Background: an optimization exercise with open tools, aiming at small area, a short achievable clock period and few clock cycles per item. Do not read the settings as production practice.
Function was checked by simulation only, so behaviour that the tests miss may differ from the original.
No activity file was given, so power comes from the tool's default toggle rates.

## gsm7_alpha
module gsm7_alpha (
    input  wire        clk,
    input  wire        rst,           
    input  wire        cmd_valid,
    output wire        cmd_ready,
    input  wire [2:0]  cmd_op,
    input  wire [15:0] cmd_len,
    input  wire        in_valid,
    output wire        in_ready,
    input  wire [31:0] in_data,
    output reg         out_valid,
    input  wire        out_ready,
    output wire [20:0] out_data,
    output reg         res_valid,
    input  wire        res_ready,
    output wire [7:0]  res_err,
    output wire [15:0] res_count
);
Size in the first run: roughly 820 cells after synthesis, about 77 flip-flops.
clock: 8.0 ns
lec_check: 0
abc_area: 1
cap_margin: 20
core_margin: 2
core_utilization: 40
setup_slack_margin: 5
slew_margin: 20
run.sh (not shown) runs the stock make flow with config.mk's settings and CLKGATE_MAP_FILE= SYNTH_SCRIPT=/design/flow/synth_recipe.tcl, a recipe that flattens the netlist after the stock synthesis.
Testbench counts at the start, summed over its fixed seeds: cycles 38,358, items 35,725.
Change:
- CTS_BUF_LIST: not set -> sky130_fd_sc_hd__clkbuf_8
- CTS_CLUSTER_SIZE: not set -> 40
Wire length grows by 0.90%.
Final area goes down by 1.4%.
Count of clock-buffer cells in the layout drops by 3.
Setup slack stays flat.
Sequential share of layout area is higher by 0.43 points.
Clock skew increases by 0.0054 ns.
Final cell count is unchanged.
Synthesized cell count is unchanged.
Change:
- CTS_BUF_LIST: sky130_fd_sc_hd__clkbuf_8 -> not set
- CTS_CLUSTER_SIZE: 40 -> not set
- SETUP_SLACK_MARGIN: 5 -> not set
=> Final area goes down by 11%. Global-route usage drops by 1.1 points. Total power came out higher by 3.3%. Sequential power grows by about 2%. Maximum frequency goes down by 21%. Hold slack loses 0.0048 ns. Die area is unchanged. Core utilization came out lower by 6.0 points. Critical path depth goes down by 4.
Change:
==> flow/flow/run.sh (new file) <==
#!/bin/bash
# The standard layout (standard.sh), with plain buf_1 cells as the port buffers
# instead of the default choice (repair_timing resizes them where timing needs it).
set -euo pipefail
bash standard.sh BUFFER_PORTS_ARGS="-buffer_cell sky130_fd_sc_hd__buf_1" finish > standard.log 2>&1
==> flow/standard.sh (new file) <==
#!/bin/bash
# synth_recipe.tcl (not shown) runs the flow's synth.tcl, then flattens the netlist and writes it again
# the make line also repeats each setting of config.mk as NAME=value (left out here)
make -C /OpenROAD-flow-scripts/flow DESIGN_CONFIG=/design/flow/config.mk WORK_HOME=/design/flow/orfs CLKGATE_MAP_FILE= SYNTH_SCRIPT=/design/flow/synth_recipe.tcl "${@:-finish}"
- SETUP_SLACK_MARGIN: not set -> 5
removed: flow/run.sh
What happened: Via count went up by 10%; setup slack gets better by 0.72 ns; area after synthesis does not change; utilization went up by 2.0 points; non-clock buffer count went up by 56; register-to-register slack improves by 0.72 ns; flip-flop and latch count is unchanged; worst hold slack gets better by 0.012 ns; final area is higher by 4.0%.


Setup of cedar:
gsm7_alpha, a different RTL version from the one above (not shown whole).
Size: roughly 780 cells after synthesis, ~71 flip-flops, roughly 5300 um2 of cells after synthesis.
Settings: LEC_CHECK=0, ABC_AREA=1, CAP_MARGIN=20, CORE_MARGIN=2, CORE_UTILIZATION=40, CTS_BUF_LIST=sky130_fd_sc_hd__clkbuf_8, CTS_CLUSTER_DIAMETER=300, CTS_CLUSTER_SIZE=80, SETUP_SLACK_MARGIN=5, SLEW_MARGIN=20; clock period 8.0 ns.
standard.sh (not shown) runs the stock make flow with config.mk's settings and CLKGATE_MAP_FILE= SYNTH_SCRIPT=/design/flow/synth_recipe.tcl, a recipe that flattens the netlist after the stock synthesis.
==> flow/flow/run.sh <==
#!/bin/bash
# The standard layout (standard.sh), with plain buf_1 cells as the port buffers
# instead of the default choice (repair_timing resizes them where timing needs it).
set -euo pipefail
bash standard.sh BUFFER_PORTS_ARGS="-buffer_cell sky130_fd_sc_hd__buf_1" finish > standard.log 2>&1
The flow did not stop early for cedar: all stages ran, and the layout cleared the timing, design-rule and antenna checks.
Testbench counts of cedar, summed over its fixed seeds: cycles 38,358, items 35,725.
For tundra, these inputs were changed with respect to cedar:
- CTS_CLUSTER_SIZE: 80 -> 40
- CTS_CLUSTER_DIAMETER: 300 -> unset
==> comparison <==
Every stage of the flow completed for tundra, and the final layout passed the timing, design-rule and antenna checks.
tundra against cedar: number of synthesized flops with an enable pin now sits at about the same level, global-route usage now sits at about the same level, fraction of cell area in non-clock buffers now sits at about the same level, number of buffers inserted for hold repair after clock tree synthesis now sits at about the same level, total wirelength of the detailed-routed design now sits at about the same level.
Diff cedar..tundra | sequential cell count | unchanged
Summary of tundra over cedar: cell area after layout shows no meaningful change; final setup slack of the worst path shows no meaningful change; fill cell instance count of the final layout shows no meaningful change.
Edits applied to the flow inputs when going from tundra to xenon:
==> flow/flow/run.sh <==
#!/bin/bash
# The standard layout (standard.sh), with plain buf_1 cells as the port buffers
# instead of the default choice (repair_timing resizes them where timing needs it).
set -euo pipefail
bash standard.sh BUFFER_PORTS_ARGS="-buffer_cell sky130_fd_sc_hd__buf_1" SETUP_SLACK_MARGIN=5.25 finish > standard.log 2>&1
==> notes.md <==
- xenon reached the final stage; the timing, design-rule and antenna checks on its layout passed.
- Compared with tundra, xenon supports a lower clock frequency.
- tundra → xenon: share of power burned in the clock network -3.4 points; net switching power figure higher.
The following lists how garnet was set up differently from xenon:
==> flow/flow/run.sh <==
#!/bin/bash
# The standard layout (standard.sh), with plain buf_1 cells as the port buffers
# instead of the default choice (repair_timing resizes them where timing needs it).
set -euo pipefail
bash standard.sh BUFFER_PORTS_ARGS="-buffer_cell sky130_fd_sc_hd__buf_1" SETUP_SLACK_MARGIN=4.7 finish > standard.log 2>&1
--- outcome ---
- Starting DRC count in detailed routing went down by more than 10% going from xenon to garnet.
- Delay of the slowest cell on the worst path, garnet and xenon, lower one = garnet.
- Flip-flop and latch power across garnet and xenon: no real change.
- Global-route usage came out lower on garnet than on xenon.
- Compared with xenon, garnet shows biggest fanout along the worst timing path higher by 13.
- In the metrics for garnet and xenon, the one carrying the higher clock buffer count is xenon.
- Re clock network fraction of total power: xenon was lower than garnet.
- When garnet is measured against xenon, its count of buffering cells on the critical path with inverters included turns out 2 lower.
- What garnet reported for final area has to be multiplied by 1.15 to get the figure for xenon.
- Fmax | garnet below xenon
- The clock transition at the registers of the reported paths on xenon is in line with that on garnet.
Edits applied to the flow inputs when going from garnet to ember:
- swapping 40 for 65 in CORE_UTILIZATION
- putting PLACE_DENSITY at 0.8 where nothing was set
==> flow/flow/run.sh <==
#!/bin/bash
# The standard layout (standard.sh), with plain buf_1 cells as the port buffers
# instead of the default choice (repair_timing resizes them where timing needs it).
set -euo pipefail
bash standard.sh BUFFER_PORTS_ARGS="-buffer_cell sky130_fd_sc_hd__buf_1" finish > standard.log 2>&1
Findings:
ember did not stop at any stage, and its layout met the timing, design-rule and antenna checks.
Run comparison: ember origin of the worst setup path r_e[1]; garnet origin of the worst setup path r_e[2]
Finished layout cell area grows by a few percent when moving from garnet to ember.
In terms of sequential group power, garnet and ember differ only marginally.
Summary of the comparison: total power draw is higher in ember, relative to garnet.
Delta (ember minus garnet): setup-violating endpoint count in the final report saw little to no change; total buffers and inverters traversed by the critical path decreased by 2 relative to the old numbers; minimum clock period after layout lost 0.059 ns; number of fillers in the final layout lower; worst hold slack after final layout now larger.

## afterwards: timing with drivers on the ports
No port has a modelled driver above. Below, the same layouts with a new extraction and two added sets of constraints. Step 1 (the two cells are an assumption about what drives the block):
set clk [get_ports {clk}]
set_driving_cell -lib_cell sky130_fd_sc_hd__clkbuf_16 $clk
set_driving_cell -lib_cell sky130_fd_sc_hd__buf_2 [delete_from_list [all_inputs] $clk]
Step 2 times the ports against the registers' clock, not the clock port: input delays grow and output delays shrink by t, the midpoint of the rising clock arrivals with the driver on. Slacks: ideal ports / drivers / drivers and shift; pairs: ideal ports / drivers.
run | t, ns | slack for setup (ns) | worst setup path after step 2 | slew at the worst register clock pin (ns) | pins driven straight from the clock port
the first run of note 1 | 0.378 | 5.026 / 5.021 / 4.714 | input to register | 0.06 / 0.06 | 1
the second run of note 1 | 0.394 | 5.025 / 5.025 / 4.660 | input to register | 0.09 / 0.09 | 1
the third run of note 1 | 0.378 | 4.258 / 4.258 / 4.258 | register to register | 0.07 / 0.07 | 1
the fourth run of note 1 | 0.386 | 4.979 / 4.979 / 4.860 | input to register | 0.06 / 0.06 | 1
cedar | 0.388 | 5.144 / 5.144 / 4.786 | input to register | 0.09 / 0.09 | 1
tundra | 0.388 | 5.144 / 5.144 / 4.786 | input to register | 0.09 / 0.09 | 1
xenon | 0.382 | 5.113 / 5.113 / 4.913 | input to register | 0.08 / 0.08 | 1
garnet | 0.389 | 4.939 / 4.939 / 4.662 | input to register | 0.09 / 0.09 | 1
ember | 0.393 | 4.998 / 4.998 / 4.739 | input to register | 0.09 / 0.09 | 1
After both steps every run listed still meets setup and hold. For the second run of note 1, which loses most, drivers alone change the setup slack by 0.000 ns; drivers and shift together by -0.365 ns.
